Source: an optimization exercise on an open RTL-to-GDS flow (aim: small area, a short achievable clock period and few clock cycles per item). Production flows keep margins and buffers that such runs may drop. RTL that was checked went through simulation tests only; none was proved equivalent to the original. The RTL of run 1 was laid out without a check of its function. No activity file was given, so power comes from the tool's default toggle rates.

===== flow/flow/run.sh =====
#!/bin/bash
set -euo pipefail
export BUFFER_PORTS_ARGS="-buffer_cell sky130_fd_sc_hd__buf_1"
bash standard.sh > standard_make.log 2>&1

===== flow/design.v =====
module rle_enc #(parameter SMART = 1) (
    input  wire        clk,
    input  wire        rst,
    input  wire        in_valid,
    output wire        in_ready,
    input  wire [31:0] in_data,    
    input  wire [2:0]  in_bytes,   
    input  wire        in_last,    
    output reg         out_valid,
    input  wire        out_ready,
    output reg  [15:0] out_desc,
    output reg         out_last
);
    reg        rdy;
    reg [31:0] b_data;
    reg [3:0]  v;
    reg [3:0]  sol;
    reg [3:0]  ev;
    reg        b_last;
    reg        run_act;
    reg        run_bit;
    reg [10:0] run_len;
    reg        at_cap;      
    reg [3:0]  cap;         
    reg        oc;          
    assign in_ready = rdy;
    wire in_fire  = in_valid && rdy;
    wire out_free = !out_valid || out_ready;
    function [8:0] inc9;
        input [8:0] x;
        integer k;
        begin
            inc9[0] = ~x[0];
            for (k = 1; k < 9; k = k + 1)
                inc9[k] = x[k] ^ (&(x | ~((9'd1 << k) - 9'd1)));
        end
    endfunction
    function [3:0] first_of;
        input [3:0] m;
        first_of = m & ~{m[2:0], 1'b0} & ~{m[1:0], 2'b0} & ~{m[0], 3'b0};
    endfunction
    wire [31:0] n_data  = in_data;
    wire [2:0]  n_bytes = in_bytes;
    wire        n_last  = in_last;
    wire [3:0]  n_v     = (n_bytes == 3'd1) ? 4'b0001 :
                          (n_bytes == 3'd2) ? 4'b0011 :
                          (n_bytes == 3'd3) ? 4'b0111 : 4'b1111;
    wire [3:0]  n_sol, n_bt, n_ev;
    genvar g;
    generate
        for (g = 0; g < 4; g = g + 1) begin : cls
            wire [7:0] b = n_data[31 - 8 * g -: 8];
            wire hz = ~|b[7:4], hf = &b[7:4], lz = ~|b[3:0], lf = &b[3:0];
            assign n_sol[g] = (hz && lz) || (hf && lf);
            assign n_bt[g]  = b[7];
        end
        for (g = 0; g < 3; g = g + 1) begin : brk
            wire same = n_sol[g + 1] && (n_bt[g + 1] == n_bt[g]);
            assign n_ev[g] = !n_sol[g] || (n_v[g + 1] ? !same : n_last);
        end
    endgenerate
    assign n_ev[3] = !n_sol[3] || n_last;
    wire [3:0] bt    = {b_data[7], b_data[15], b_data[23], b_data[31]};
    wire [3:0] first = v & ~{v[2:0], 1'b0};
    wire [3:0] lastv = v & ~{1'b0, v[3:1]};
    wire       busy  = |v;
    wire       p_sol = |(first & sol);
    wire       p_bit = |(first & bt);
    wire [7:0] p_byte = ({8{first[0]}} & b_data[31:24]) | ({8{first[1]}} & b_data[23:16]) |
                        ({8{first[2]}} & b_data[15:8])  | ({8{first[3]}} & b_data[7:0]);
    wire [3:0] evr   = ev & v;
    wire [3:0] evc   = (ev | cap) & v;
    wire [3:0] f1c   = first_of(evc);
    wire [3:0] f1r   = first_of(evr);
    wire [3:0] le1   = {~|f1c[2:0], ~|f1c[1:0], ~f1c[0], 1'b1};    
    wire [3:0] ev2   = evr & ~le1;
    wire [3:0] f2r   = first_of(ev2);
    wire       has1c = |evc;
    wire       has1r = |evr;
    wire       has2  = |ev2;
    wire [3:0] stop  = oc ? f1r : f2r;
    wire [3:0] ge_st = {|stop, |stop[2:0], |stop[1:0], stop[0]};
    wire       quiet = !oc && !has1c;    
    wire       go    = busy && (quiet || out_free);
    wire [3:0] v_nxt = quiet ? 4'b0000 : (v & ge_st);
    wire [1:0] rl    = run_len[1:0];
    wire [8:0] up    = run_len[10:2];
    wire [8:0] up1   = inc9(up);
    wire [10:0] sum0 = {(rl == 2'd3) ? up1 : up, rl + 2'd1};
    wire [10:0] sum1 = {rl[1]        ? up1 : up, rl + 2'd2};
    wire [10:0] sum2 = {(rl != 2'd0) ? up1 : up, rl + 2'd3};
    wire [10:0] sum3 = {up1, rl};
    wire [3:0] sel   = quiet ? lastv : f1c;
    wire [10:0] sum  = ({11{sel[0]}} & sum0) | ({11{sel[1]}} & sum1) |
                       ({11{sel[2]}} & sum2) | ({11{sel[3]}} & sum3);
    wire [1:0] lo_q  = rl + {lastv[3] | lastv[2], lastv[3] | lastv[1]} + 2'd1;
    wire       cy_q  = lastv[3] || (lastv[2] && rl != 2'd0) || (lastv[1] && rl[1]) ||
                       (lastv[0] && rl == 2'd3);
    wire       near_q = cy_q ? (up == 9'h1FE) : (&up);    
    wire [3:0] afirst = oc ? first : {f1c[2:0], 1'b0};
    wire [3:0] absb  = v & ~ge_st & (oc ? 4'b1111 : ~le1);
    wire [2:0] b_cnt = {lastv[3], lastv[2] | lastv[1], lastv[2] | lastv[0]};    
    wire       has_st = |stop;
    wire [1:0] e_idx = {f1c[3] | f1c[2], f1c[3] | f1c[1]};
    wire [1:0] l_idx = {lastv[3] | lastv[2], lastv[3] | lastv[1]};
    reg  [1:0] l_m_e;    
    always @* begin
        case ({l_idx, e_idx})
            4'b01_00, 4'b10_01, 4'b11_10: l_m_e = 2'd1;
            4'b10_00, 4'b11_01:           l_m_e = 2'd2;
            4'b11_00:                     l_m_e = 2'd3;
            default:                      l_m_e = 2'd0;
        endcase
    end
    wire [10:0] len_a = has_st ? (oc ? 11'd0 : {9'h1FF, ~e_idx}) :
                        (oc ? {8'd0, b_cnt} : {9'd0, l_m_e});
    wire       e_raw = !oc && !p_sol;   
    wire       e_last = b_last && !oc && |(f1c & lastv);
    wire       r_bit = run_act ? run_bit : p_bit;
    wire       act_n  = busy ? (oc || !(|(evc & lastv))) : run_act;
    wire       bit_n  = busy ? |(lastv & bt) : run_bit;
    wire [3:0] hit47  = {run_len == 11'd2043, run_len == 11'd2044, run_len == 11'd2045,
                         run_len == 11'd2046};
    wire       atc_n  = busy ? (quiet && |(lastv & hit47)) : at_cap;
    wire       capish = (busy && &run_len[10:5]) || at_cap || (|cap);    
    wire       oc_n   = act_n && (atc_n || !n_sol[0] || (n_bt[0] != bit_n));
    wire [3:0] nevc   = n_ev & n_v;
    wire       n_none = !oc_n && nevc == 4'b0000;
    wire       n_one  = oc_n ? (nevc == 4'b0000) : (first_of(nevc) == nevc);
    wire       emit_now = go && !quiet;
    wire       bud_sure = !emit_now && !(out_valid && !out_ready);
    wire       sure   = !capish && (n_none || (SMART && n_one && bud_sure));
    wire       left   = busy && !(go && v_nxt == 4'b0000);
    always @(posedge clk) begin
        if (rst) begin
            rdy       <= 1'b1;
            oc        <= 1'b0;
            v         <= 4'b0000;
            run_act   <= 1'b0;
            run_len   <= 11'd0;
            at_cap    <= 1'b0;
            cap       <= 4'b0000;
            out_valid <= 1'b0;
        end else begin
            if (out_valid && out_ready)
                out_valid <= 1'b0;
            if (go) begin
                v <= v_nxt;
                if (quiet) begin
                    run_act <= 1'b1;
                    run_len <= sum;
                    at_cap  <= near_q && lo_q == 2'd3;
                    cap     <= {1'b0, near_q && lo_q == 2'd0, near_q && lo_q == 2'd1,
                                near_q && lo_q == 2'd2};
                end else begin
                    out_valid <= 1'b1;
                    run_act <= |absb;
                    run_len <= len_a;
                    at_cap  <= 1'b0;
                    cap     <= 4'b0000;
                end
            end
            if (in_fire)
                v <= n_v;
            rdy <= in_fire ? sure : !left;
            oc  <= in_fire ? oc_n : (oc && !go);
        end
    end
    always @(posedge clk) begin
        if (go) begin
            if (quiet) begin
                run_bit <= r_bit;
            end else begin
                out_last <= e_last;
                if (e_raw)
                    out_desc <= {8'h00, p_byte};
                else
                    out_desc <= {1'b1, r_bit, 3'b000, oc ? run_len : sum};
                run_bit <= |(afirst & bt);
            end
        end
        if (in_fire) begin
            b_data <= n_data;
            sol    <= n_sol;
            ev     <= n_ev;
            b_last <= n_last;
        end
    end
endmodule
module rle_dec (
    input  wire        clk,
    input  wire        rst,
    input  wire        in_valid,
    output wire        in_ready,
    input  wire [15:0] in_desc,
    input  wire        in_last,    
    output reg         out_valid,
    input  wire        out_ready,
    output reg  [31:0] out_data,   
    output reg  [2:0]  out_bytes,  
    output reg         out_last
);
    reg        s_valid;
    reg        s_free;      
    reg        s_rle;
    reg        s_bit;
    reg [10:0] s_len;       
    reg        s_last;
    reg        s_prod;      
    reg        s_short;     
    reg        d_valid;
    reg        d_rle;
    reg        d_bit;
    reg [10:0] d_rem;
    reg        d_last;
    reg        d_short;     
    reg        d_z;         
    reg [1:0]  cnt;
    reg        full;
    function [8:0] dec9;
        input [8:0] x;
        integer k;
        begin
            dec9[0] = ~x[0];
            for (k = 1; k < 9; k = k + 1)
                dec9[k] = x[k] ^ ~(|(x & ((9'd1 << k) - 9'd1)));
        end
    endfunction
    assign in_ready = s_free;
    wire in_fire = in_valid && !s_valid;
    wire stall   = out_valid && !out_ready;
    wire in_prod = !in_desc[15] || (in_desc[10:0] != 11'd0);
    wire       in_short = in_desc[10:3] == 8'd0;
    wire       d_prod = d_valid && (!d_rle || !d_z);
    wire [2:0] r      = d_rem[2:0];
    wire       lt1    = (cnt == 2'd0) && (r == 3'd0);
    wire       lt2    = (cnt == 2'd0) ? (r <= 3'd1) : (cnt == 2'd1) ? (r == 3'd0) : 1'b0;
    wire       lt3    = (cnt == 2'd0) ? (r <= 3'd2) : (cnt == 2'd1) ? (r <= 3'd1) :
                        (cnt == 2'd2) ? (r == 3'd0) : 1'b0;
    wire       le4    = (cnt == 2'd0) ? (r <= 3'd4) : (cnt == 2'd1) ? (r <= 3'd3) :
                        (cnt == 2'd2) ? (r <= 3'd2) : (r <= 3'd1);
    wire       eq4    = (cnt == 2'd0) ? (r == 3'd4) : (cnt == 2'd1) ? (r == 3'd3) :
                        (cnt == 2'd2) ? (r == 3'd2) : (r == 3'd1);
    wire       fits   = d_short && le4;
    wire [3:0] ge_c   = {1'b1, cnt != 2'd3, !cnt[1], cnt == 2'd0};
    wire [3:0] at_c   = {cnt == 2'd3, cnt == 2'd2, cnt == 2'd1, cnt == 2'd0};
    wire [3:0] wr     = (full || !d_valid) ? 4'b0000 :
                        !d_rle ? at_c :
                        fits ? (ge_c & {eq4, !lt3, !lt2, !lt1}) : ge_c;
    wire       n4     = d_valid && !full && (d_rle ? (!fits || eq4) : cnt == 2'd3);
    wire [2:0] n_run  = eq4 ? 3'd4 : (!lt3 && !lt2 && !lt1) ? 3'd3 : (!lt2 && !lt1) ? 3'd2 :
                        !lt1 ? 3'd1 : 3'd0;
    wire [2:0] n      = full ? 3'd4 : !d_valid ? {1'b0, cnt} :
                        !d_rle ? {cnt == 2'd3, cnt == 2'd1 || cnt == 2'd2, !cnt[0]} :
                        fits ? n_run : 3'd4;
    wire       d_done = d_valid && (full ? !d_prod : (!d_rle || fits));
    wire [2:0] lo     = {1'b0, d_rem[1:0]} + {1'b0, cnt};
    wire [8:0] hi_m1  = dec9(d_rem[10:2]);
    wire [10:0] rem_n = {lo[2] ? d_rem[10:2] : hi_m1, lo[1:0]};
    wire [7:0] d_byte = d_rle ? {8{d_bit}} : d_rem[7:0];
    wire       in_prod_q = !in_desc[15] || (in_desc[3:0] != 4'd0);
    wire       next_prod = s_valid ? s_prod : (in_fire && in_prod_q);
    wire       emit_last = d_done && d_last;
    wire       emit_full = full ? d_prod : (n4 && (!d_done || next_prod));
    wire       emit      = emit_last || emit_full;
    wire       d_free    = !d_valid || d_done;
    always @(posedge clk) begin
        if (rst) begin
            s_valid   <= 1'b0;
            s_free    <= 1'b1;
            d_valid   <= 1'b0;
            cnt       <= 2'd0;
            full      <= 1'b0;
            out_valid <= 1'b0;
        end else if (!stall) begin
            out_valid <= emit;
            if (emit) begin
                cnt  <= 2'd0;
                full <= 1'b0;
            end else begin
                cnt  <= n[1:0];
                full <= n[2];
            end
            if (d_free) begin
                if (s_valid) begin
                    d_valid <= 1'b1;
                    s_valid <= 1'b0;
                    s_free  <= 1'b1;
                end else begin
                    d_valid <= in_fire;
                end
            end else if (in_fire) begin
                s_valid <= 1'b1;
                s_free  <= 1'b0;
            end
        end else if (in_fire) begin
            s_valid <= 1'b1;
            s_free  <= 1'b0;
        end
    end
    always @(posedge clk) begin
        if (!stall) begin
            if (emit) begin
                out_bytes <= n;
                out_last  <= emit_last;
            end
            if (wr[0]) out_data[31:24] <= d_byte;
            if (wr[1]) out_data[23:16] <= d_byte;
            if (wr[2]) out_data[15:8]  <= d_byte;
            if (wr[3]) out_data[7:0]   <= d_byte;
            if (d_rle && !full && !fits) begin
                d_rem   <= rem_n;
                d_short <= rem_n[10:3] == 8'd0;
                d_z     <= 1'b0;
            end
            if (d_free) begin
                if (s_valid) begin
                    d_rle   <= s_rle;
                    d_bit   <= s_bit;
                    d_rem   <= s_len;
                    d_short <= s_short;
                    d_z     <= !s_prod;
                    d_last  <= s_last;
                end else begin
                    d_rle   <= in_desc[15];
                    d_bit   <= in_desc[14];
                    d_rem   <= in_desc[10:0];
                    d_short <= in_short;
                    d_z     <= in_desc[10:0] == 11'd0;
                    d_last  <= in_last;
                end
            end
        end
        if (!s_valid) begin
            s_rle   <= in_desc[15];
            s_bit   <= in_desc[14];
            s_len   <= in_desc[10:0];
            s_last  <= in_last;
            s_prod  <= in_prod;
            s_short <= in_short;
        end
    end
endmodule
module rle_codec (
    input  wire        clk,
    input  wire        rst,
    input  wire        enc_in_valid,
    output wire        enc_in_ready,
    input  wire [31:0] enc_in_data,
    input  wire [2:0]  enc_in_bytes,
    input  wire        enc_in_last,
    output wire        enc_out_valid,
    input  wire        enc_out_ready,
    output wire [15:0] enc_out_desc,
    output wire        enc_out_last,
    input  wire        dec_in_valid,
    output wire        dec_in_ready,
    input  wire [15:0] dec_in_desc,
    input  wire        dec_in_last,
    output wire        dec_out_valid,
    input  wire        dec_out_ready,
    output wire [31:0] dec_out_data,
    output wire [2:0]  dec_out_bytes,
    output wire        dec_out_last
);
    rle_enc u_enc (
        .clk(clk), .rst(rst),
        .in_valid(enc_in_valid), .in_ready(enc_in_ready),
        .in_data(enc_in_data), .in_bytes(enc_in_bytes), .in_last(enc_in_last),
        .out_valid(enc_out_valid), .out_ready(enc_out_ready),
        .out_desc(enc_out_desc), .out_last(enc_out_last)
    );
    rle_dec u_dec (
        .clk(clk), .rst(rst),
        .in_valid(dec_in_valid), .in_ready(dec_in_ready),
        .in_desc(dec_in_desc), .in_last(dec_in_last),
        .out_valid(dec_out_valid), .out_ready(dec_out_ready),
        .out_data(dec_out_data), .out_bytes(dec_out_bytes), .out_last(dec_out_last)
    );
endmodule

===== flow/config.mk =====
export PLATFORM = sky130hd
export DESIGN_NAME = rle_codec
export DESIGN_NICKNAME = rle_codec
export VERILOG_FILES = /design/flow/design.v
export SDC_FILE = /design/flow/constraint.sdc
export NUM_CORES = 4
export LEC_CHECK = 0
export CAP_MARGIN = 20
export CORE_MARGIN = 2
export CORE_UTILIZATION = 40
export CTS_BUF_LIST = sky130_fd_sc_hd__clkbuf_4 sky130_fd_sc_hd__clkbuf_8
export SETUP_SLACK_MARGIN = 3.5
export SLEW_MARGIN = 20

===== flow/standard.sh =====
#!/bin/bash
# synth_recipe.tcl (not shown) runs the flow's synth.tcl, then flattens the netlist and writes it again
# the make line also repeats each setting of config.mk as NAME=value (left out here)
make -C /OpenROAD-flow-scripts/flow DESIGN_CONFIG=/design/flow/config.mk WORK_HOME=/design/flow/orfs CLKGATE_MAP_FILE= SYNTH_SCRIPT=/design/flow/synth_recipe.tcl "${@:-finish}"

===== flow/constraint.sdc =====
create_clock -name core_clock -period 6.0 [get_ports {clk}]
set_input_delay 1.2000 -clock core_clock [delete_from_list [all_inputs] [get_ports {clk}]]
set_output_delay 1.2000 -clock core_clock [all_outputs]
set_load 0.01 [all_outputs]

==> results.py, run 1 <==
metrics = {
    "placed_design": {
        "place_congestion": 0.867,
        "placed_cell_area_um2": 8390,
        "io_buffers": 109,
        "place_hpwl_um": 13000,
        "placedCellCount": 1062,
    },
    "synthesis": {
        "ys_seq_area_frac": 0.534,
        "synth_warnings": 2,
        "synthArstFlopShare": 0,
        "ys_seq_elements": 154,
        "avgSynthCellArea_um2": 10.8,
        "synth_area_um2": 7810,
        "synthFlopType": "edfxtp_1",
        "synth_edf_count": 109,
        "synthDistinctLibCells": 82,
        "synthCells": 726,
    },
    "hold_path": {
        "min_path_type": "reg -> reg",
    },
    "drt": {
        "firstDrtPassIters": 5,
        "drcViolationCount": 0,
        "drt-initial-drc-count": 563,
        "wl_per_cell_um": 17.2,
        "wirelength_um": 19100,
        "vias": 6171,
        "postRouteAntennaNets": 0,
        "viasPerCell": 5.54,
    },
    "grt": {
        "grt_overflow": 0,
        "grt_max_degree": 24,
        "antenna_found_initial": 0,
        "first_global_vias": 5746,
        "track_usage": 0.186,
        "grt_pass1_wl_um": 29900,
    },
    "final_layout": {
        "drive_gt1_frac": 0.171,
        "antenna-diode-count": 0,
        "nets": 915,
        "area_delta_synth_final_pct": 17.3,
        "fillers": 1793,
        "design_area_um2": 9160,
        "fin_cells": 1114,
    },
    "timing": {
        "skew_ns": 0.0144,
        "finalHoldViolations": 0,
        "period_share": 0.414,
        "fin_crit_ns": 2.49,
        "finalSetupViolations": 0,
        "fmax_mhz": 402,
        "slew_violations": 0,
        "max_slew_margin": 0.364,
        "whs_ns": 0.463,
        "worst_pin_slew_ns": 0.949,
        "finalSetupTns_ns": 0,
        "rsz0062_at_grt": "true",
    },
    "critical_path": {
        "crit_path_start_kind": "primary input",
        "setup.worst_path.class": "in -> reg",
        "path_max_fanout": 3,
        "cp.arrival_ns": 2.87,
        "cp_data_required_time_ns": 6.38,
        "worstSetupEndpointType": "flop",
    },
    "power_and_ir_drop": {
        "p_total_mw": 2.94,
        "ir_worst_vdd_v": 0.000142,
        "total_leakage_power_nw": 3.16,
        "p_per_area_nw_per_um2": 321,
    },
    "flow_run": {
        "cap_violations": 0,
    },
    "die": {
        "die_w_um": 144,
        "die_h_um": 144,
        "dieArea_um2": 20700,
        "io_pins": 116,
        "start_util": 0.404,
        "fp-row-count": 51,
        "core-area_um2": 19300,
    },
    "clock_tree": {
        "cts.sinks": 154,
        "cts_root_buffer": "clkbuf_8",
        "insertion_delay_ns": 0.46,
        "numCtsBuffers": 17,
        "cts_tree": "done",
        "path_clk_slew_ns": 0.10,
        "clock_tree.buffer_depth": 2,
        "h-tree-depth": 4,
    },
    "run_status": {
        "status": "complete, no violations",
    },
}
-- synth_stat cells (5+ instances only) --
master    instances  area [µm²]
clkbuf_1         19        71.3
buf_4             5        37.5
inv_1            26        97.6
nand2_1          51         191
edfxtp_1        109        3270
nand3_1          20         100
o221ai_1          5        43.8
o211ai_1          6        45.0
and3_1            8        50.1
a31oi_1          13        81.3
a21o_1            7        52.6
xor2_1            8        70.1
nor3_1           20         100
a211oi_1          6        45.0
a22oi_1          11        82.6
nand2b_1         11        68.8
nand4_1          13        81.3
o21ai_1           6        30.0
o21ai_0          37         185
a32oi_1           8        70.1
nor4_1           11        68.8
a21oi_1          39         195
nor2_1           63         236
mux2_2           23         259
dfxtp_1          45         901
xnor2_1           5        43.8
buf_2            13        65.1
a221oi_1         12         105
ha_1             18         225
nor2b_1          12        75.1
mux2i_1           8        80.1
-- layout by cell type, fill, tap and decap left out, types with 5 or more instances in the layout --
| cell | Yosys | final |
|---|---|---|
| o221ai_1 | 5 | 5 |
| clkbuf_8 | 0 | 17 |
| nand2_1 | 51 | 50 |
| a221oi_1 | 12 | 9 |
| and3_1 | 8 | 6 |
| a21o_1 | 7 | 7 |
| o211ai_1 | 6 | 6 |
| buf_1 | 2 | 108 |
| nor2_1 | 63 | 58 |
| a22oi_1 | 11 | 11 |
| nand4_1 | 13 | 13 |
| nor2b_1 | 12 | 9 |
| a31oi_1 | 13 | 12 |
| mux2_2 | 23 | 23 |
| clkinvlp_4 | 0 | 6 |
| nor4_1 | 11 | 8 |
| a211oi_1 | 6 | 5 |
| edfxtp_1 | 109 | 109 |
| a21oi_1 | 39 | 39 |
| inv_1 | 26 | 25 |
| nor3_1 | 20 | 17 |
| dfxtp_1 | 45 | 39 |
| nand3_1 | 20 | 20 |
| mux2i_1 | 8 | 8 |
| a32oi_1 | 8 | 7 |
| o21ai_0 | 37 | 36 |
| xor2_1 | 8 | 8 |
| dfxtp_4 | 0 | 5 |
| ha_1 | 18 | 15 |
| nand2b_1 | 11 | 10 |
| xnor2_1 | 5 | 5 |
| buf_4 | 5 | 21 |
-- area by class of cell --
cell class / instances / area, µm² / share of cell area
clock inverters: 14 / 141 / 0.0154
multi-input cells: 502 / 3530 / 0.386
flip-flops and latches: 154 / 4190 / 0.458
clock buffers: 17 / 234 / 0.0255
repair inverters: 1 / 5.00 / 0.000546
well taps: 265 / 332 / 0.0362
inverters: 29 / 121 / 0.0132
repair buffers: 132 / 603 / 0.0658
-- worst max-delay path, cell delays in order --
cell	delay, ns
buf_1	0.11
nor4_2	0.30
nand2_1	0.15
a2111oi_2	0.38
a211oi_1	0.11
a2111oi_1	0.33
a21oi_1	0.07
o211ai_1	0.21
-- what timing repair did --
item / 4_1_cts / 5_1_grt
pin swaps: 3 / 7
buffers inserted: 5 / 15
hold buffers: 0 / 0
endpoints found under the setup margin: 96 / 87
resized for setup: 40 / 25
cloned: 1 / 0
-- final timing paths --
kind	startpoint	endpoint	slack, ns	cells after the start
setup reg to reg	u_enc.oc	u_enc.out_desc[5]	3.54	8
setup / recovery	enc_in_data[17]	u_enc.rdy	3.51	8
hold / removal	u_dec.s_short	u_dec.s_short	0.46	2
hold reg to reg	u_dec.s_short	u_dec.s_short	0.46	2
-- metal layers --
| layer | wire length [µm] | global-route usage | part of all wire | up-vias |
|---|---|---|---|---|
| li1 | - | - | - | 2989 |
| met1 | 8700 | 0.257 | 0.45 | 2918 |
| met2 | 8840 | 0.291 | 0.46 | 241 |
| met3 | 1300 | 0.0430 | 0.068 | 23 |
| met4 | 291 | 0.0547 | 0.015 | 0 |
| met5 | 0 | 0 | 0 | - |
-- per-stage QoR --
step / setup slack (ns) / util
final: 3.51 / 0.474
after detailed placement: 2.40 / 0.434
after floorplan: 3.34 / -
after CTS: 3.50 / 0.463
after global routing: 3.35 / 0.474
after global placement: 2.41 / 0.434
-- state kept, by name, indices dropped and copies added, names as in the netlist, 2 cells and up --
signal,cells
u_dec.cnt,2
u_enc.out_desc,13
u_enc.v,4
u_dec.out_data,32
u_dec.d_rem,11
u_enc.run_len,11
u_enc.ev,4
u_dec.s_len,11
u_enc.b_data,32
u_enc.sol,4
u_enc.cap,3
u_dec.out_bytes,3
-- cells by family after synthesis --
family,Yosys count,synth area share
AND/OR/NAND/NOR,228,0.143
other,1,0.000480
XOR/XNOR,13,0.0146
AO/OA/AOI/OAI,205,0.185
buffers and inverters,72,0.0429
adder cells (fa/ha/maj),19,0.0314
flip-flops,154,0.534
multiplexers,34,0.0492
-- where the power goes --
part           leakage [nW]  switching [mW]  internal [mW]
Clock                 0.178           0.424          0.336
Combinational          1.57           0.472          0.298
Sequential             1.42           0.102           1.31
Total                  3.16           0.998           1.94
==> inputs of run 2 (changes only) <==
--- a/flow/design.v
+++ b/flow/design.v
@@ -180,5 +180,5 @@
             end
         end
-        if (in_fire) begin
+        if (rdy) begin
             b_data <= n_data;
             sol    <= n_sol;
--- a/flow/config.mk
+++ b/flow/config.mk
@@ -10,4 +10,4 @@
 export CORE_UTILIZATION = 40
 export CTS_BUF_LIST = sky130_fd_sc_hd__clkbuf_4 sky130_fd_sc_hd__clkbuf_8
-export SETUP_SLACK_MARGIN = 3.5
+export SETUP_SLACK_MARGIN = 3.7
 export SLEW_MARGIN = 20
==> run 2 against run 1 <==
Still clean. Hold slack better by 0.0097 ns. Synthesized cell count up 0.69%. Total power up 12%. Setup slack better by 0.034 ns. Core utilization up 6.6 points. Non-clock buffer count up 62. Wire length up 10%. Design area up 11%. Largest power group unchanged. Highest routed layer unchanged.
==> results.py, run 2 <==
metrics = {
    "power_and_ir_drop": {
        "total_leakage_power_nw": 3.66,
        "p_clk_frac": 0.243,
        "netSwitchingPower_mw": 1.13,
        "ir_worst_vdd_v": 0.000164,
        "p_seq_frac": 0.441,
        "p_per_area_nw_per_um2": 322,
        "intPower_mw": 2.16,
        "combPwrFrac": 0.316,
        "p_total_mw": 3.29,
        "p_sw_frac": 0.343,
    },
    "timing": {
        "rsz0062_at_grt": "true",
        "slew_violations": 0,
        "fmax_mhz": 408,
        "max_slew_margin": 0.285,
        "finalHoldViolations": 0,
        "skew_ns": 0.0134,
        "period_share": 0.409,
        "fin_crit_ns": 2.45,
        "finalSetupTns_ns": 0,
        "worst_pin_slew_ns": 1.06,
        "finalSetupViolations": 0,
        "whs_ns": 0.472,
    },
    "die": {
        "die_h_um": 143,
        "start_util": 0.411,
        "dieArea_um2": 20600,
        "core-area_um2": 18900,
        "io_pins": 116,
        "fp-row-count": 50,
        "die_w_um": 143,
    },
    "synthesis": {
        "synthCells": 731,
        "synthArstFlopShare": 0,
        "ys_seq_elements": 154,
        "synthDistinctLibCells": 68,
        "yosys.cell_count.top_type": "edfxtp_1",
        "ys_top_cells_by_area": "edfxtp_1 (42%), dfxtp_1 (12%), o21ai_0 (3.4%)",
        "synth_warnings": 2,
        "yosysTopAreaCell": "edfxtp_1",
        "synth_area_um2": 7770,
        "synth_edf_count": 109,
        "netlist_top_cells_count": "edfxtp_1 (109), o21ai_0 (53), nor2_1 (52), dfxtp_1 (45), nand2_1 (41)",
        "synth_top_area_frac": 0.421,
        "synthFlopType": "edfxtp_1",
        "avgSynthCellArea_um2": 10.6,
        "ys_seq_area_frac": 0.537,
    },
    "grt": {
        "grt_pass1_wl_um": 31500,
        "antenna_found_initial": 0,
        "first_global_vias": 5841,
        "grt_overflow": 0,
        "grt_max_degree": 23,
        "track_usage": 0.198,
    },
    "hold_path": {
        "worstHoldStart": "u_dec.s_short",
        "holdPathStages": 2,
        "min_to": "u_dec.s_short",
        "min_path_type": "reg -> reg",
    },
    "run_status": {
        "status": "complete, no violations",
    },
    "clock_tree": {
        "numCtsBuffers": 17,
        "path_clk_slew_ns": 0.08,
        "cts_tree": "done",
        "cts_root_buffer": "clkbuf_8",
        "cts.sinks": 154,
        "hold_buffers": 0,
        "h-tree-depth": 4,
        "insertion_delay_ns": 0.46,
        "clock_tree.buffer_depth": 2,
    },
    "critical_path": {
        "r2r_end": "u_enc.out_desc[6]",
        "worstSetupEndpointType": "flop",
        "path_max_fanout": 8,
        "cp_data_required_time_ns": 6.19,
        "cp.arrival_ns": 2.64,
        "setup.worst_path.class": "reg -> reg",
        "reg2reg_from": "u_enc.ev[2]",
        "r2r_setup_slack_ns": 3.55,
        "reg2regPathDepth": 8,
        "crit_path_start_kind": "flop",
    },
    "final_layout": {
        "utilization": 0.540,
        "antenna-diode-count": 0,
        "seq_area_um2": 4210,
        "top_regs": "u_dec.out_data (32), u_enc.b_data (32), u_enc.out_desc (13)",
        "multi_input_area_um2": 3890,
        "final_cell_mix": "edfxtp_1 (109), buf_1 (103), buf_4 (72), nor2_1 (40)",
        "drive_gt1_frac": 0.279,
        "fillers": 1697,
        "area_delta_synth_final_pct": 31.4,
        "nets": 988,
        "final_common_cell": "edfxtp_1",
    },
    "drt": {
        "wl_per_cell_um": 17.9,
        "firstDrtPassIters": 7,
        "viasPerCell": 5.60,
        "postRouteAntennaNets": 0,
        "drcViolationCount": 0,
        "drt-initial-drc-count": 685,
        "wirelength_um": 21100,
        "vias": 6614,
    },
    "placed_design": {
        "place_congestion": 0.888,
        "place_hpwl_um": 13600,
        "io_buffers": 109,
    },
    "flow_run": {
        "cap_violations": 0,
    },
}
[run 2: worst max path at each step]
| stage | start | endpoint | cells past startpoint |
|---|---|---|---|
| CTS | enc_in_data[9] | u_enc.rdy | 8 |
| detailed placement | u_enc.v[2] | u_enc.out_desc[6] | 7 |
| global placement | u_enc.v[3] | u_enc.out_desc[7] | 7 |
| finish | u_enc.ev[2] | u_enc.out_desc[6] | 8 |
| global route | u_enc.ev[2] | u_enc.run_len[5] | 10 |
| floorplan | enc_in_data[9] | u_enc.rdy | 7 |
[run 2: power groups by stage]
stage	Clock, mW	Combinational (mW)	Sequential [mW]
floorplan	0	0.509	1.47
global placement	0	0.722	1.47
detailed placement	0	0.729	1.47
CTS	0.812	0.864	1.45
global route	0.854	1.13	1.47
finish	0.799	1.04	1.45
[run 2: worst max-delay path: stages, from the launching register on]
cell	delay, ns
edfxtp_1	0.50
buf_4	0.18
buf_6	0.11
o21ai_4	0.28
a211oi_4	0.12
a211oi_2	0.38
nand2_4	0.20
a221oi_4	0.34
a31oi_1	0.06
[run 2: what timing repair did]
action                                  in CTS  in global routing
setup buffers                               25                 54
gates cloned                                 5                  1
endpoints found under the setup margin     101                 87
pin swaps                                   14                 38
resized for setup                           84                 67
hold endpoints to repair                     0                  0
[run 2: kinds of logic after synthesis]
kind of cell / Yosys count / share of synthesized area
flops: 154 / 0.537
buf+inv: 78 / 0.0433
mux: 29 / 0.0409
simple gates: 214 / 0.141
compound gates: 222 / 0.189
other cells: 1 / 0.000483
fa+ha+maj: 19 / 0.0316
xor+xnor: 14 / 0.0158
[run 2: final cells by class]
cell class | instances | area share
inverter | 39 | 0.0150
tap | 260 | 0.0319
timing repair buffer | 194 | 0.121
clock buffer | 17 | 0.0229
multi-input combinational | 504 | 0.381
clock inverter | 14 | 0.0157
sequential | 154 | 0.413
[run 2: per-layer routing]
layer  routed length (µm)  track usage  vias to the layer above
li1                     -            -                     3159
met1                 9590        0.291                     3146
met2                 9610        0.292                      272
met3                 1530       0.0367                       37
met4                  401       0.0707                        0
met5                    0            0                        -
[run 2: through the flow]
| stage | setup WS [ns] | cells | instance area, µm² |
|---|---|---|---|
| floorplan | 3.39 | 733 | 7900 |
| global placement | 2.70 | 1066 | 8460 |
| detailed placement | 2.69 | 1066 | 8460 |
| CTS | 3.64 | 1127 | 9470 |
| global route | 3.46 | 1182 | 10200 |
| finish | 3.55 | 1182 | 10200 |
Testbench counts of run 2, summed over its fixed seeds: cycles 28,756, bytes 104,336.
==> inputs of run 3 (changes only) <==
--- a/flow/config.mk
+++ b/flow/config.mk
@@ -10,4 +10,4 @@
 export CORE_UTILIZATION = 40
 export CTS_BUF_LIST = sky130_fd_sc_hd__clkbuf_4 sky130_fd_sc_hd__clkbuf_8
-export SETUP_SLACK_MARGIN = 3.7
+export SETUP_SLACK_MARGIN = 3.6
 export SLEW_MARGIN = 20
==> run 3 against run 2 <==
Die area is the same. Via count rose by 2.0%. Sequential power about the same. Register-to-register slack about the same. First-iteration DRC count down 3.5%. Global-route usage decreased by 0.12 points. Clock skew up 0.00098 ns. Sequential share of layout area is 1.1 points higher. Count of clock-buffer cells in the layout is 1 higher. Total power down 2.3%. Clock power is 0.8% lower. Synthesized area unchanged. Critical path type unchanged.
==> results.py, run 3 <==
metrics = {
    "power_and_ir_drop": {
        "p_seq_frac": 0.451,
        "netSwitchingPower_mw": 1.13,
        "ir_worst_vdd_v": 0.000160,
        "total_leakage_power_nw": 3.54,
        "intPower_mw": 2.08,
        "p_per_area_nw_per_um2": 324,
        "p_total_mw": 3.22,
        "p_sw_frac": 0.352,
        "p_clk_frac": 0.247,
        "combPwrFrac": 0.302,
    },
    "final_layout": {
        "final_cell_mix": "edfxtp_1 (109), buf_1 (107), buf_4 (67), o21ai_0 (44), nor2_1 (40)",
        "final_common_cell": "edfxtp_1",
        "drive_gt1_frac": 0.249,
        "fin_cells": 1171,
        "nets": 976,
        "top_regs": "u_dec.out_data (32), u_enc.b_data (32), u_enc.out_desc (13)",
        "seq_area_um2": 4210,
        "fillers": 1700,
        "area_delta_synth_final_pct": 27.7,
        "utilization": 0.525,
        "antenna-diode-count": 0,
        "multi_input_area_um2": 3760,
        "design_area_um2": 9920,
    },
    "timing": {
        "fmax_mhz": 407,
        "finalSetupTns_ns": 0,
        "slew_violations": 0,
        "rsz0062_at_grt": "true",
        "skew_ns": 0.0143,
        "setup_ws_ns": 3.54,
        "fin_crit_ns": 2.46,
        "max_slew_margin": 0.277,
        "period_share": 0.409,
        "whs_ns": 0.472,
        "finalSetupViolations": 0,
        "worst_pin_slew_ns": 1.08,
        "finalHoldViolations": 0,
    },
    "clock_tree": {
        "cts_root_buffer": "clkbuf_8",
        "cts_tree": "done",
        "numCtsBuffers": 17,
        "clock_tree.buffer_depth": 2,
        "insertion_delay_ns": 0.48,
        "cts.sinks": 154,
        "path_clk_slew_ns": 0.09,
        "h-tree-depth": 4,
    },
    "hold_path": {
        "min_path_type": "reg -> reg",
    },
    "grt": {
        "track_usage": 0.197,
        "grt_max_degree": 28,
        "first_global_vias": 5929,
        "grt_overflow": 0,
        "antenna_found_initial": 0,
        "grt_pass1_wl_um": 31500,
    },
    "die": {
        "io_pins": 116,
        "fp-row-count": 50,
        "die_w_um": 143,
        "dieArea_um2": 20600,
        "die_h_um": 143,
        "start_util": 0.411,
        "core-area_um2": 18900,
    },
    "synthesis": {
        "synthDistinctLibCells": 68,
        "synth_top_area_frac": 0.421,
        "synth_compound_area_frac": 0.189,
        "netlist_top_cells_count": "edfxtp_1 (109), o21ai_0 (53), nor2_1 (52), dfxtp_1 (45), nand2_1 (41)",
        "ys_seq_area_frac": 0.537,
        "ys_seq_elements": 154,
        "synth_xor_area_frac": 0.0158,
        "synth_warnings": 2,
        "ys_top_cells_by_area": "edfxtp_1 (42%), dfxtp_1 (12%), o21ai_0 (3.4%)",
        "yosysTopAreaCell": "edfxtp_1",
        "synth-simple-area-share": 0.141,
        "synth_top_family_by_area": "compound AO/OA/AOI/OAI gates",
        "synth_area_um2": 7770,
        "synth_edf_count": 109,
        "synthArstFlopShare": 0,
        "synthFlopType": "edfxtp_1",
        "avgSynthCellArea_um2": 10.6,
        "yosys.area_share.adder": 0.0316,
        "yosys.cell_count.top_type": "edfxtp_1",
        "muxShareOfSynthArea": 0.0409,
        "synthCells": 731,
    },
    "flow_run": {
        "cap_violations": 0,
    },
    "drt": {
        "drcViolationCount": 0,
        "vias": 6746,
        "firstDrtPassIters": 5,
        "postRouteAntennaNets": 0,
        "wl_per_cell_um": 18.3,
        "drt-initial-drc-count": 661,
        "viasPerCell": 5.76,
        "wirelength_um": 21500,
    },
    "run_status": {
        "status": "complete, no violations",
    },
    "critical_path": {
        "setup.worst_path.class": "reg -> reg",
        "cp_data_required_time_ns": 6.34,
        "cp.arrival_ns": 2.79,
        "path_max_fanout": 8,
        "worstSetupEndpointType": "flop",
        "crit_path_start_kind": "flop",
    },
    "placed_design": {
        "place_congestion": 0.867,
        "placedCellCount": 1068,
        "place_hpwl_um": 13600,
        "placed_cell_area_um2": 8450,
        "io_buffers": 109,
        "pre_cts_ws_ns": 2.49,
    },
}
==> run 3: cell counts after synthesis <==
No cell type changed its count.
==> run 3: cells by family after synthesis <==
| kind of cell | Yosys count |
|---|---|
| buf+inv | 78 |
| xor+xnor | 14 |
| simple gates | 214 |
| flops | 154 |
| fa+ha+maj | 19 |
| mux | 29 |
| other cells | 1 |
| compound gates | 222 |
==> run 3: path summary, 6_finish.rpt <==
check                      from               end  slack [ns]  depth (start not counted)
setup / recovery    u_enc.ev[2]  u_enc.run_len[0]        3.54                          8
hold reg to reg   u_dec.s_short     u_dec.s_short        0.47                          2
setup reg to reg    u_enc.ev[2]  u_enc.run_len[0]        3.54                          8
hold / removal    u_dec.s_short     u_dec.s_short        0.47                          2
==> run 3: critical path, cell delays in order, from the launching register on <==
cell and delay (ns):
edfxtp_1 0.53, buf_4 0.20, o21ai_4 0.25, nand3_1 0.28
o211ai_1 0.21, o211a_4 0.28, a211oi_1 0.07, a211oi_1 0.32
o32ai_1 0.17
==> run 3: layer usage <==
layer,vias up,part of all wire,track usage
met5,-,0,0
met3,68,0.076,0.0433
met4,0,0.030,0.0707
met1,3222,0.44,0.279
met2,311,0.46,0.297
li1,3145,-,-
==> run 3: final cells by class <==
type / count / area share
clock buffer: 18 / 0.0243
clock inverter: 14 / 0.0163
inverter: 39 / 0.0151
multi-input combinational: 503 / 0.379
sequential: 154 / 0.424
tap: 260 / 0.0328
timing repair buffer: 183 / 0.108
==> run 3: timing repair <==
item | 4_1_cts | 5_1_grt
resized for setup | 57 | 62
hold endpoints to repair | 0 | 0
pin swaps | 11 | 25
buffers inserted | 19 | 47
hold buffers | 0 | 0
gates cloned | 2 | 3
endpoints found under the setup margin | 96 | 67
==> run 3: power groups by stage <==
stage	Combinational (mW)	Sequential, mW	Clock [mW]
6_report	0.972	1.45	0.793
2_1_floorplan	0.501	1.46	0
4_1_cts	0.828	1.45	0.806
5_1_grt	1.05	1.47	0.845
3_5_place_dp	0.730	1.47	0
3_3_place_gp	0.722	1.47	0
==> inputs of run 4 (changes only) <==
--- a/flow/config.mk
+++ b/flow/config.mk
@@ -8,6 +8,6 @@
 export CAP_MARGIN = 20
 export CORE_MARGIN = 2
-export CORE_UTILIZATION = 40
+export CORE_UTILIZATION = 45
 export CTS_BUF_LIST = sky130_fd_sc_hd__clkbuf_4 sky130_fd_sc_hd__clkbuf_8
-export SETUP_SLACK_MARGIN = 3.6
+export SETUP_SLACK_MARGIN = 3.5
 export SLEW_MARGIN = 20
==> run 4 against run 3 <==
Final cell count shrank 6.4%. Sequential share of layout area grew 2.8 points. Synthesized area is the same. Die area shrank 11%. Critical path type unchanged. Largest power group unchanged.
==> results.py, run 4 <==
metrics = {
    "run_status": {
        "status": "complete, no violations",
    },
    "timing": {
        "period_share": 0.411,
        "rsz0062_at_grt": "false",
        "slew_violations": 0,
        "max_slew_margin": 0.204,
        "finalSetupViolations": 0,
        "finalHoldViolations": 0,
        "finalSetupTns_ns": 0,
        "worst_pin_slew_ns": 1.18,
        "fin_crit_ns": 2.47,
        "skew_ns": 0.0142,
        "fmax_mhz": 406,
    },
    "synthesis": {
        "synth_xor_area_frac": 0.0158,
        "synthCells": 731,
        "synth_warnings": 2,
        "synth-simple-area-share": 0.141,
        "synthArstFlopShare": 0,
        "ys_seq_area_frac": 0.537,
        "synthDistinctLibCells": 68,
        "synth_top_area_frac": 0.421,
        "yosys.cell_count.top_type": "edfxtp_1",
        "netlist_top_cells_count": "edfxtp_1 (109), o21ai_0 (53), nor2_1 (52), dfxtp_1 (45), nand2_1 (41)",
        "avgSynthCellArea_um2": 10.6,
        "synth_top_family_by_area": "compound AO/OA/AOI/OAI gates",
        "yosys.area_share.adder": 0.0316,
        "synth_compound_area_frac": 0.189,
        "synth_edf_count": 109,
        "ys_seq_elements": 154,
        "yosysTopAreaCell": "edfxtp_1",
        "ys_top_cells_by_area": "edfxtp_1 (42%), dfxtp_1 (12%), o21ai_0 (3.4%)",
        "muxShareOfSynthArea": 0.0409,
        "synthFlopType": "edfxtp_1",
        "synth_area_um2": 7770,
    },
    "power_and_ir_drop": {
        "p_total_mw": 3.06,
        "ir_worst_vdd_v": 0.000155,
        "p_per_area_nw_per_um2": 329,
        "combPwrFrac": 0.282,
        "total_leakage_power_nw": 3.28,
        "p_clk_frac": 0.243,
        "p_seq_frac": 0.475,
        "netSwitchingPower_mw": 1.07,
        "intPower_mw": 1.99,
        "p_sw_frac": 0.349,
    },
    "final_layout": {
        "area_delta_synth_final_pct": 19.7,
        "final_cell_mix": "buf_1 (109), edfxtp_1 (109), o21ai_0 (46), nor2_1 (45), a21oi_1 (40)",
        "drive_gt1_frac": 0.186,
        "utilization": 0.545,
        "nets": 936,
        "antenna-diode-count": 0,
        "top_regs": "u_dec.out_data (32), u_enc.b_data (32), u_enc.out_desc (13)",
        "fillers": 1529,
    },
    "flow_run": {
        "cap_violations": 0,
    },
    "clock_tree": {
        "numCtsBuffers": 17,
        "cts.sinks": 154,
        "cts_tree": "done",
        "cts_root_buffer": "clkbuf_8",
        "clock_tree.buffer_depth": 2,
        "path_clk_slew_ns": 0.09,
        "insertion_delay_ns": 0.46,
        "h-tree-depth": 4,
    },
    "critical_path": {
        "path_delay_family": "compound AO/OA/AOI/OAI gates",
        "path_max_fanout": 10,
        "setup.worst_path.class": "reg -> reg",
        "r2r_setup_slack_ns": 3.53,
        "cp.arrival_ns": 2.82,
        "worst_path_max_delay_cell": "or4_4",
        "cp_data_required_time_ns": 6.35,
        "crit_path_start_kind": "flop",
        "r2r_end": "u_enc.rdy",
        "cp_cell_sequence": "o21a_4 > or4_4 > nor2_1 > o21ai_0 > a31oi_1 > o22ai_1 > a31o_2",
        "reg2reg_from": "u_enc.ev[0]",
        "critical-path-max-stage-delay_ns": 0.65,
        "worstSetupEndpointType": "flop",
        "reg2regPathDepth": 7,
        "critPathBufInv": 0,
    },
    "drt": {
        "drcViolationCount": 0,
        "wl_per_cell_um": 19.0,
        "firstDrtPassIters": 5,
        "wirelength_um": 20900,
        "drt-initial-drc-count": 494,
        "vias": 6514,
        "postRouteAntennaNets": 0,
        "viasPerCell": 5.94,
    },
    "placed_design": {
        "io_buffers": 109,
        "place_congestion": 0.957,
        "place_hpwl_um": 14500,
    },
    "grt": {
        "antenna_found_initial": 0,
        "grt_overflow": 0,
        "grt_pass1_wl_um": 31800,
        "grt_max_degree": 45,
        "track_usage": 0.226,
        "first_global_vias": 6178,
    },
    "hold_path": {
        "worstHoldStart": "u_dec.s_len[8]",
        "min_path_type": "reg -> reg",
        "min_to": "u_dec.s_len[8]",
        "holdPathStages": 2,
    },
    "die": {
        "core-area_um2": 17100,
        "dieArea_um2": 18300,
        "die_w_um": 135,
        "start_util": 0.455,
        "die_h_um": 135,
        "fp-row-count": 48,
        "io_pins": 116,
    },
}
[run 4: repair_timing]
action | CTS | global route
gates cloned | 1 | 0
buffers inserted | 11 | 15
hold buffers | 0 | 0
endpoints found under the hold margin | 0 | 0
setup endpoints to repair | 82 | 59
pin swaps | 3 | 10
resized for setup | 49 | 38
[run 4: per-stage QoR]
stage	hold WS (ns)	setup WS, ns	instance area (µm²)	instances
after global placement	0.445	2.70	8390	1037
after global routing	0.502	3.48	9300	1096
after floorplan	0.427	3.38	7820	733
after CTS	0.475	3.36	9030	1081
final	0.470	3.53	9300	1096
after detailed placement	0.452	2.74	8390	1037
[run 4: layer usage]
metal / up-vias / GRT usage / wire length [µm]
met3: 43 / 0.0464 / 1320
li1: 3059 / - / -
met4: 0 / 0.0828 / 547
met1: 3114 / 0.271 / 8290
met5: - / 0 / 0
met2: 298 / 0.400 / 10700
[run 4: cell families after synthesis]
group	Yosys count
adder cells (fa/ha/maj)	19
buffers and inverters	78
AO/OA/AOI/OAI	222
other	1
XOR/XNOR	14
AND/OR/NAND/NOR	214
multiplexers	29
flip-flops	154
[run 4: final cells by class]
cell class                 count  area [µm²]  area share
inverter                      39         150      0.0161
timing repair buffer         145         729      0.0784
sequential                   154        4200       0.452
multi-input combinational    501        3560       0.383
clock inverter                12         104      0.0112
tap                          225         282      0.0303
clock buffer                  20         269      0.0289
[run 4: worst max path at each step]
stage                    from                 to  depth (start not counted)
5_1_grt           u_enc.ev[0]          u_enc.rdy                          7
2_1_floorplan  enc_in_data[9]          u_enc.rdy                          7
3_5_place_dp       u_enc.v[2]  u_enc.out_desc[7]                          7
6_report          u_enc.ev[0]          u_enc.rdy                          7
3_3_place_gp       u_enc.v[3]  u_enc.out_desc[7]                          7
4_1_cts        u_dec.d_rem[0]    u_dec.d_rem[10]                          7
[run 4: power groups by stage]
stage / combinational, mW / sequential, mW / clock (mW)
after floorplan: 0.496 / 1.47 / 0
after global placement: 0.724 / 1.46 / 0
after detailed placement: 0.739 / 1.47 / 0
after CTS: 0.803 / 1.45 / 0.759
after global routing: 0.944 / 1.47 / 0.810
final: 0.864 / 1.45 / 0.743
[run 4: tightest hold or removal path, stage by stage (launching register included)]
cell	delay, ns
dfxtp_1	0.32
mux2i_1	0.08
inv_1	0.05
==> inputs of run 5 (changes only) <==
--- a/flow/config.mk
+++ b/flow/config.mk
@@ -6,7 +6,8 @@
 export NUM_CORES = 4
 export LEC_CHECK = 0
+export ABC_CLOCK_PERIOD_IN_PS = 2500
 export CAP_MARGIN = 20
 export CORE_MARGIN = 2
-export CORE_UTILIZATION = 45
+export CORE_UTILIZATION = 40
 export CTS_BUF_LIST = sky130_fd_sc_hd__clkbuf_4 sky130_fd_sc_hd__clkbuf_8
 export SETUP_SLACK_MARGIN = 3.5
==> run 5 against run 4 <==
Still clean. Sequential share of layout area fell by 0.20 points. Sequential power hardly changed. Combinational power shrank 2%. Count of clock-buffer cells in the layout fell by 3. Critical endpoint is now u_enc.out_desc[7]. Largest power group unchanged.
==> results.py, run 5 <==
metrics = {
    "placed_design": {
        "place_congestion": 0.870,
        "io_buffers": 109,
        "placedCellCount": 1073,
        "place_hpwl_um": 13700,
    },
    "critical_path": {
        "startpoint": "u_enc.oc",
        "worstSetupEndpointType": "flop",
        "cp.arrival_ns": 2.61,
        "path_max_fanout": 14,
        "crit_path_start_kind": "flop",
        "setup.worst_path.class": "reg -> reg",
        "reg2reg_from": "u_enc.oc",
        "cp_data_required_time_ns": 6.17,
    },
    "run_status": {
        "status": "complete, no violations",
    },
    "synthesis": {
        "synth_compound_area_frac": 0.189,
        "synth-simple-area-share": 0.141,
        "yosys.area_share.adder": 0.0316,
        "synth_xor_area_frac": 0.0158,
        "avgSynthCellArea_um2": 10.6,
        "synthCells": 731,
        "synth_area_um2": 7770,
        "ys_seq_elements": 154,
        "synth_top_family_by_area": "compound AO/OA/AOI/OAI gates",
        "netlist_top_cells_count": "edfxtp_1 (109), o21ai_0 (53), nor2_1 (52), dfxtp_1 (45), nand2_1 (41)",
        "muxShareOfSynthArea": 0.0409,
        "ys_top_cells_by_area": "edfxtp_1 (42%), dfxtp_1 (12%), o21ai_0 (3.4%)",
        "yosysTopAreaCell": "edfxtp_1",
        "synthDistinctLibCells": 68,
        "synth_warnings": 2,
        "synthFlopType": "edfxtp_1",
        "ys_seq_area_frac": 0.537,
        "synthArstFlopShare": 0,
        "yosys.cell_count.top_type": "edfxtp_1",
        "synth_top_area_frac": 0.421,
        "synth_edf_count": 109,
    },
    "die": {
        "die_w_um": 143,
        "dieArea_um2": 20600,
        "fp-row-count": 50,
        "core-area_um2": 18900,
        "io_pins": 116,
        "die_h_um": 143,
        "start_util": 0.411,
    },
    "timing": {
        "whs_ns": 0.475,
        "worst_pin_slew_ns": 1.10,
        "rsz0062_at_grt": "true",
        "max_slew_margin": 0.259,
        "finalSetupTns_ns": 0,
        "skew_ns": 0.0118,
        "period_share": 0.407,
        "finalHoldViolations": 0,
        "slew_violations": 0,
        "fmax_mhz": 409,
        "fin_crit_ns": 2.44,
        "finalSetupViolations": 0,
    },
    "power_and_ir_drop": {
        "total_leakage_power_nw": 3.26,
        "ir_worst_vdd_v": 0.000163,
        "p_per_area_nw_per_um2": 326,
    },
    "drt": {
        "vias": 6325,
        "wl_per_cell_um": 17.4,
        "drt-initial-drc-count": 519,
        "firstDrtPassIters": 7,
        "drcViolationCount": 0,
        "viasPerCell": 5.60,
        "postRouteAntennaNets": 0,
        "wirelength_um": 19600,
    },
    "final_layout": {
        "fillers": 1782,
        "area_delta_synth_final_pct": 20.1,
        "nets": 935,
        "fin_cells": 1129,
        "drive_gt1_frac": 0.180,
        "top_regs": "u_dec.out_data (32), u_enc.b_data (32), u_enc.out_desc (13)",
        "antenna-diode-count": 0,
        "multi_input_area_um2": 3580,
        "seq_area_um2": 4200,
        "final_common_cell": "edfxtp_1",
        "final_cell_mix": "edfxtp_1 (109), buf_1 (108), o21ai_0 (44), nor2_1 (44), a21oi_1 (40)",
    },
    "grt": {
        "first_global_vias": 5528,
        "grt_pass1_wl_um": 29500,
        "grt_overflow": 0,
        "track_usage": 0.184,
        "grt_max_degree": 45,
        "antenna_found_initial": 0,
    },
    "clock_tree": {
        "cts.sinks": 154,
        "hold_buffers": 0,
        "insertion_delay_ns": 0.45,
        "numCtsBuffers": 17,
        "clock_tree.buffer_depth": 2,
        "h-tree-depth": 4,
        "path_clk_slew_ns": 0.09,
        "cts_tree": "done",
        "cts_root_buffer": "clkbuf_8",
    },
    "flow_run": {
        "cap_violations": 0,
    },
    "hold_path": {
        "min_path_type": "reg -> reg",
        "worstHoldStart": "u_dec.s_len[8]",
    },
}
[run 5: cell count changes in the layout (fill, tap and decap cells not counted), sizes merged]
| cell | change |
|---|---|
| buf | -3 |
| clkinv | +1 |
| clkbuf | -1 |
| nand2b | +1 |
| inv | +1 |
| bufbuf | -1 |
[run 5: cells by family after synthesis]
kind of cell,count (synthesis)
AOI/OAI and AO/OA,222
and+or+nand+nor,214
DFF,154
buffers and inverters,78
muxes,29
adders and majority gates,19
xor gates and xnor gates,14
other,1
[run 5: area by class of cell]
class | instances | area share
Clock buffer | 17 | 0.0251
Tap cell | 260 | 0.0349
Multi-Input combinational cell | 502 | 0.383
Clock inverter | 14 | 0.0146
Sequential cell | 154 | 0.450
Inverter | 39 | 0.0161
Timing Repair Buffer | 143 | 0.0759
[run 5: timing repair]
action                     in CTS  in global routing
resized for setup              35                 50
buffers inserted                6                 17
gates cloned                    0                  2
pin swaps                       2                 12
setup endpoints to repair      66                 52
[run 5: per-stage QoR]
stage	power [mW]	util	setup slack, ns	cell area (µm²)
4_1_cts	2.97	0.474	3.41	8960
5_1_grt	3.20	0.494	3.45	9330
2_1_floorplan	1.96	-	3.38	7820
6_report	3.04	0.494	3.56	9330
3_3_place_gp	2.19	0.447	2.67	8440
3_5_place_dp	2.20	0.447	2.61	8440
[run 5: final timing paths]
path,end,slack (ns),cells past startpoint
worst max-delay path,u_enc.out_desc[7],3.56,7
worst min-delay path,u_dec.s_len[8],0.47,2
worst max register to register,u_enc.out_desc[7],3.56,7
worst min register to register,u_dec.s_len[8],0.47,2
[run 5: layer usage]
layer	vias up	share of wire	GRT usage
met5	-	0	0
met2	226	0.46	0.275
met1	3031	0.47	0.274
met4	0	0.013	0.0480
met3	20	0.065	0.0347
li1	3048	-	-
[run 5: power by group]
part           switching [mW]  leakage (nW)  internal, mW  total (mW)
Sequential              0.114          1.44          1.34        1.45
Clock                   0.438         0.185         0.302       0.740
Combinational           0.518          1.63         0.333       0.851
[run 5: worst max-delay path: stages (launching register included)]
cell and delay (ns):
dfxtp_4 0.40, buf_12 0.17, clkinvlp_4 0.18, o311ai_0 0.35, a21boi_1 0.20, or3_4 0.42, a221oi_4 0.35, a31oi_1 0.08
==> inputs of run 6 (changes only) <==
--- a/flow/config.mk
+++ b/flow/config.mk
@@ -6,5 +6,5 @@
 export NUM_CORES = 4
 export LEC_CHECK = 0
-export ABC_CLOCK_PERIOD_IN_PS = 2500
+export ABC_CLOCK_PERIOD_IN_PS = 1800
 export CAP_MARGIN = 20
 export CORE_MARGIN = 2
==> run 6 against run 5 <==
Synthesized cell count unchanged. Still clean. Synthesized area unchanged. Fmax did not move. Critical path depth unchanged. Register-to-register slack hardly changed. Global-route usage stayed put. Count of clock-buffer cells in the layout unchanged. Critical endpoint unchanged. Sequential share of layout area unchanged. First-iteration DRC count is the same. Clock power barely moved. Total power is the same.
==> results.py, run 6 <==
metrics = {
    "drt": {
        "drt-initial-drc-count": 519,
        "drcViolationCount": 0,
        "wl_per_cell_um": 17.4,
        "vias": 6325,
        "postRouteAntennaNets": 0,
        "firstDrtPassIters": 7,
        "viasPerCell": 5.60,
        "wirelength_um": 19600,
    },
    "synthesis": {
        "synthArstFlopShare": 0,
        "ys_seq_elements": 154,
        "synth_top_family_by_area": "compound AO/OA/AOI/OAI gates",
        "synth_top_area_frac": 0.421,
        "synthCells": 731,
        "ys_seq_area_frac": 0.537,
        "ys_top_cells_by_area": "edfxtp_1 (42%), dfxtp_1 (12%), o21ai_0 (3.4%)",
        "synth_compound_area_frac": 0.189,
        "synthDistinctLibCells": 68,
        "synth_warnings": 2,
        "synth_area_um2": 7770,
        "yosys.cell_count.top_type": "edfxtp_1",
        "synthFlopType": "edfxtp_1",
        "yosys.area_share.adder": 0.0316,
        "muxShareOfSynthArea": 0.0409,
        "avgSynthCellArea_um2": 10.6,
        "synth_xor_area_frac": 0.0158,
        "synth-simple-area-share": 0.141,
        "synth_edf_count": 109,
        "yosysTopAreaCell": "edfxtp_1",
        "netlist_top_cells_count": "edfxtp_1 (109), o21ai_0 (53), nor2_1 (52), dfxtp_1 (45), nand2_1 (41)",
    },
    "grt": {
        "antenna_found_initial": 0,
        "first_global_vias": 5528,
        "grt_overflow": 0,
        "grt_max_degree": 45,
        "track_usage": 0.184,
        "grt_pass1_wl_um": 29500,
    },
    "die": {
        "start_util": 0.411,
        "die_h_um": 143,
        "io_pins": 116,
        "core-area_um2": 18900,
        "fp-row-count": 50,
        "die_w_um": 143,
        "dieArea_um2": 20600,
    },
    "critical_path": {
        "crit_path_start_kind": "flop",
        "cp_data_required_time_ns": 6.17,
        "path_max_fanout": 14,
        "worstSetupEndpointType": "flop",
        "cp.arrival_ns": 2.61,
        "setup.worst_path.class": "reg -> reg",
    },
    "power_and_ir_drop": {
        "combPwrFrac": 0.280,
        "total_leakage_power_nw": 3.26,
        "netSwitchingPower_mw": 1.07,
        "p_clk_frac": 0.243,
        "p_per_area_nw_per_um2": 326,
        "ir_worst_vdd_v": 0.000163,
        "p_total_mw": 3.04,
        "p_sw_frac": 0.352,
        "p_seq_frac": 0.477,
        "intPower_mw": 1.97,
    },
    "clock_tree": {
        "numCtsBuffers": 17,
        "cts_root_buffer": "clkbuf_8",
        "clock_tree.buffer_depth": 2,
        "h-tree-depth": 4,
        "cts.sinks": 154,
        "path_clk_slew_ns": 0.09,
        "cts_tree": "done",
        "insertion_delay_ns": 0.45,
        "hold_buffers": 0,
    },
    "timing": {
        "finalSetupViolations": 0,
        "period_share": 0.407,
        "fmax_mhz": 409,
        "fin_crit_ns": 2.44,
        "skew_ns": 0.0118,
        "worst_pin_slew_ns": 1.10,
        "max_slew_margin": 0.259,
        "finalSetupTns_ns": 0,
        "rsz0062_at_grt": "true",
        "finalHoldViolations": 0,
        "slew_violations": 0,
        "whs_ns": 0.475,
    },
    "flow_run": {
        "cap_violations": 0,
    },
    "final_layout": {
        "area_delta_synth_final_pct": 20.1,
        "top_regs": "u_dec.out_data (32), u_enc.b_data (32), u_enc.out_desc (13)",
        "drive_gt1_frac": 0.180,
        "final_common_cell": "edfxtp_1",
        "antenna-diode-count": 0,
        "final_cell_mix": "edfxtp_1 (109), buf_1 (108), o21ai_0 (44), nor2_1 (44), a21oi_1 (40)",
        "nets": 935,
    },
    "hold_path": {
        "min_path_type": "reg -> reg",
    },
    "placed_design": {
        "io_buffers": 109,
        "place_congestion": 0.870,
        "place_hpwl_um": 13700,
    },
    "run_status": {
        "status": "complete, no violations",
    },
}
-- run 6: cell counts after synthesis --
Identical to the previous run, type by type.
-- run 6: final cells by class --
cell class | instances | area [µm²]
fillers | 1782 | 9560
flip-flops and latches | 154 | 4200
multi-input cells | 502 | 3580
repair buffers | 143 | 708
well taps | 260 | 325
clock buffers | 17 | 234
inverters | 39 | 150
clock inverters | 14 | 136
-- run 6: path summary, 6_finish.rpt --
kind                  start           endpoint  slack, ns  cells after the start
min reg2reg  u_dec.s_len[8]     u_dec.s_len[8]       0.47                      2
min          u_dec.s_len[8]     u_dec.s_len[8]       0.47                      2
max reg2reg        u_enc.oc  u_enc.out_desc[7]       3.56                      7
max                u_enc.oc  u_enc.out_desc[7]       3.56                      7
-- run 6: what timing repair did --
action / CTS / global route
cloned: 0 / 2
pin swaps: 2 / 12
resized for setup: 35 / 50
endpoints found under the hold margin: 0 / 0
buffers inserted: 6 / 17
setup endpoints to repair: 66 / 52
-- run 6: per-layer routing --
layer	share of wire	wire length [µm]	global-route usage
met5	0	0	0
met4	0.013	254	0.0480
met3	0.065	1270	0.0347
met2	0.46	8950	0.275
met1	0.47	9150	0.274
-- run 6: through the flow --
step / utilization / setup WS, ns / cell area [µm²] / std cells
5_1_grt: 0.494 / 3.45 / 9330 / 1129
3_3_place_gp: 0.447 / 2.67 / 8440 / 1073
2_1_floorplan: - / 3.38 / 7820 / 733
4_1_cts: 0.474 / 3.41 / 8960 / 1110
6_report: 0.494 / 3.56 / 9330 / 1129
3_5_place_dp: 0.447 / 2.61 / 8440 / 1073
-- run 6: cells by family (layout without fill, tap and decap cells) --
family	Yosys count	count (layout)
AO/OA/AOI/OAI	222	222
AND/OR/NAND/NOR	214	215
flip-flops	154	154
buffers and inverters	78	213
multiplexers	29	29
adder cells (fa/ha/maj)	19	19
XOR/XNOR	14	14
other	1	3
-- run 6: power groups by stage --
stage               logic, mW  clock network [mW]  registers (mW)
global placement        0.723                   0            1.46
finish                  0.851               0.740            1.45
CTS                     0.770               0.755            1.45
floorplan               0.496                   0            1.47
detailed placement      0.731                   0            1.47
global route            0.933               0.796            1.47
-- run 6: critical path, stage by stage, from the launching register on --
cell and delay (ns):
dfxtp_4 0.40, buf_12 0.17, clkinvlp_4 0.18, o311ai_0 0.35, a21boi_1 0.20, or3_4 0.42, a221oi_4 0.35, a31oi_1 0.08
==> inputs of run 7 (changes only) <==
--- a/flow/config.mk
+++ b/flow/config.mk
@@ -6,5 +6,4 @@
 export NUM_CORES = 4
 export LEC_CHECK = 0
-export ABC_CLOCK_PERIOD_IN_PS = 1800
 export CAP_MARGIN = 20
 export CORE_MARGIN = 2
==> run 7 against run 6 <==
Combinational power about the same. Critical endpoint unchanged. Still clean on timing, DRC and antenna. Hold slack unchanged. Global-route usage unchanged. Synthesized cell count unchanged.
==> results.py, run 7 <==
metrics = {
    "run_status": {
        "status": "complete, no violations",
    },
    "drt": {
        "viasPerCell": 5.60,
        "postRouteAntennaNets": 0,
        "wl_per_cell_um": 17.4,
        "wirelength_um": 19600,
        "firstDrtPassIters": 7,
        "drt-initial-drc-count": 519,
        "drcViolationCount": 0,
        "vias": 6325,
    },
    "placed_design": {
        "place_hpwl_um": 13700,
        "place_congestion": 0.870,
        "placedCellCount": 1073,
        "io_buffers": 109,
        "pre_cts_ws_ns": 2.61,
    },
    "flow_run": {
        "cap_violations": 0,
    },
    "clock_tree": {
        "cts.sinks": 154,
        "cts_tree": "done",
        "clock_tree.buffer_depth": 2,
        "cts_root_buffer": "clkbuf_8",
        "numCtsBuffers": 17,
        "path_clk_slew_ns": 0.09,
        "insertion_delay_ns": 0.45,
        "hold_buffers": 0,
        "h-tree-depth": 4,
    },
    "synthesis": {
        "yosys.cell_count.top_type": "edfxtp_1",
        "synth_area_um2": 7770,
        "netlist_top_cells_count": "edfxtp_1 (109), o21ai_0 (53), nor2_1 (52), dfxtp_1 (45), nand2_1 (41)",
        "synthArstFlopShare": 0,
        "ys_seq_area_frac": 0.537,
        "synth_top_area_frac": 0.421,
        "synthCells": 731,
        "synthFlopType": "edfxtp_1",
        "ys_top_cells_by_area": "edfxtp_1 (42%), dfxtp_1 (12%), o21ai_0 (3.4%)",
        "avgSynthCellArea_um2": 10.6,
        "synthDistinctLibCells": 68,
        "synth_warnings": 2,
        "ys_seq_elements": 154,
        "synth_edf_count": 109,
        "yosysTopAreaCell": "edfxtp_1",
    },
    "final_layout": {
        "fin_cells": 1129,
        "top_regs": "u_dec.out_data (32), u_enc.b_data (32), u_enc.out_desc (13)",
        "area_delta_synth_final_pct": 20.1,
        "antenna-diode-count": 0,
        "drive_gt1_frac": 0.180,
        "nets": 935,
        "fillers": 1782,
        "final_cell_mix": "edfxtp_1 (109), buf_1 (108), o21ai_0 (44), nor2_1 (44), a21oi_1 (40)",
        "final_common_cell": "edfxtp_1",
    },
    "timing": {
        "max_slew_margin": 0.259,
        "fin_crit_ns": 2.44,
        "setup_ws_ns": 3.56,
        "finalSetupViolations": 0,
        "slew_violations": 0,
        "fmax_mhz": 409,
        "worst_pin_slew_ns": 1.10,
        "skew_ns": 0.0118,
        "finalHoldViolations": 0,
        "rsz0062_at_grt": "true",
        "period_share": 0.407,
        "finalSetupTns_ns": 0,
    },
    "die": {
        "die_w_um": 143,
        "io_pins": 116,
        "start_util": 0.411,
        "fp-row-count": 50,
        "core-area_um2": 18900,
        "die_h_um": 143,
        "dieArea_um2": 20600,
    },
    "grt": {
        "first_global_vias": 5528,
        "grt_overflow": 0,
        "grt_pass1_wl_um": 29500,
        "antenna_found_initial": 0,
        "track_usage": 0.184,
        "grt_max_degree": 45,
    },
    "critical_path": {
        "worstSetupEndpointType": "flop",
        "cp_data_required_time_ns": 6.17,
        "path_delay_family": "compound AO/OA/AOI/OAI gates",
        "path_max_fanout": 14,
        "cp_cell_sequence": "buf_12 > clkinvlp_4 > o311ai_0 > a21boi_1 > or3_4 > a221oi_4 > a31oi_1",
        "worst_path_max_delay_cell": "or3_4",
        "critical-path-max-stage-delay_ns": 0.42,
        "crit_path_start_kind": "flop",
        "critPathBufInv": 2,
        "cp.arrival_ns": 2.61,
        "setup.worst_path.class": "reg -> reg",
    },
    "power_and_ir_drop": {
        "p_seq_frac": 0.477,
        "intPower_mw": 1.97,
        "ir_worst_vdd_v": 0.000163,
        "combPwrFrac": 0.280,
        "netSwitchingPower_mw": 1.07,
        "p_sw_frac": 0.352,
        "p_clk_frac": 0.243,
        "total_leakage_power_nw": 3.26,
        "p_per_area_nw_per_um2": 326,
    },
    "hold_path": {
        "min_path_type": "reg -> reg",
    },
}
[run 7: cell counts after synthesis]
No cell type changed its count.
[run 7: power groups by stage]
stage          combinational (mW)  sequential (mW)  clock, mW
4_1_cts                     0.770             1.45      0.755
3_3_place_gp                0.723             1.46          0
2_1_floorplan               0.496             1.47          0
5_1_grt                     0.933             1.47      0.796
6_report                    0.851             1.45      0.740
3_5_place_dp                0.731             1.47          0
[run 7: per-layer routing]
layer,global-route usage,wire (µm)
met1,0.274,9150
met2,0.275,8950
met3,0.0347,1270
met4,0.0480,254
met5,0,0
[run 7: tightest hold or removal path, delay by kind of cell, from the launching register on]
kind / cells / cell delay (ns)
buffers and inverters: 1 / 0.05
muxes: 1 / 0.08
DFF: 1 / 0.32
[run 7: kinds of logic after synthesis]
| kind of cell | count (synthesis) | synth area share |
|---|---|---|
| other cells | 1 | 0.000483 |
| simple gates | 214 | 0.141 |
| mux | 29 | 0.0409 |
| flops | 154 | 0.537 |
| fa+ha+maj | 19 | 0.0316 |
| buf+inv | 78 | 0.0433 |
| compound gates | 222 | 0.189 |
| xor+xnor | 14 | 0.0158 |
[run 7: path summary, 6_finish.rpt]
path	from	endpoint	slack, ns	cells past startpoint
setup / recovery	u_enc.oc	u_enc.out_desc[7]	3.56	7
hold / removal	u_dec.s_len[8]	u_dec.s_len[8]	0.47	2
setup reg to reg	u_enc.oc	u_enc.out_desc[7]	3.56	7
hold reg to reg	u_dec.s_len[8]	u_dec.s_len[8]	0.47	2
[run 7: stage by stage]
stage | area (µm²) | utilization | hold WS, ns | total power, mW
2_1_floorplan | 7820 | - | 0.427 | 1.96
3_3_place_gp | 8440 | 0.447 | 0.448 | 2.19
3_5_place_dp | 8440 | 0.447 | 0.455 | 2.20
4_1_cts | 8960 | 0.474 | 0.479 | 2.97
5_1_grt | 9330 | 0.494 | 0.505 | 3.20
6_report | 9330 | 0.494 | 0.475 | 3.04
[run 7: layout make-up]
cell class / count / area (µm²) / area share
Clock inverter: 14 / 136 / 0.0146
Timing Repair Buffer: 143 / 708 / 0.0759
Multi-Input combinational cell: 502 / 3580 / 0.383
Inverter: 39 / 150 / 0.0161
Sequential cell: 154 / 4200 / 0.450
Tap cell: 260 / 325 / 0.0349
Clock buffer: 17 / 234 / 0.0251
[run 7: timing repair]
item,4_1_cts,5_1_grt
cloned,0,2
endpoints found under the setup margin,66,52
setup buffers,6,17
pin swaps,2,12
gates resized for setup,35,50
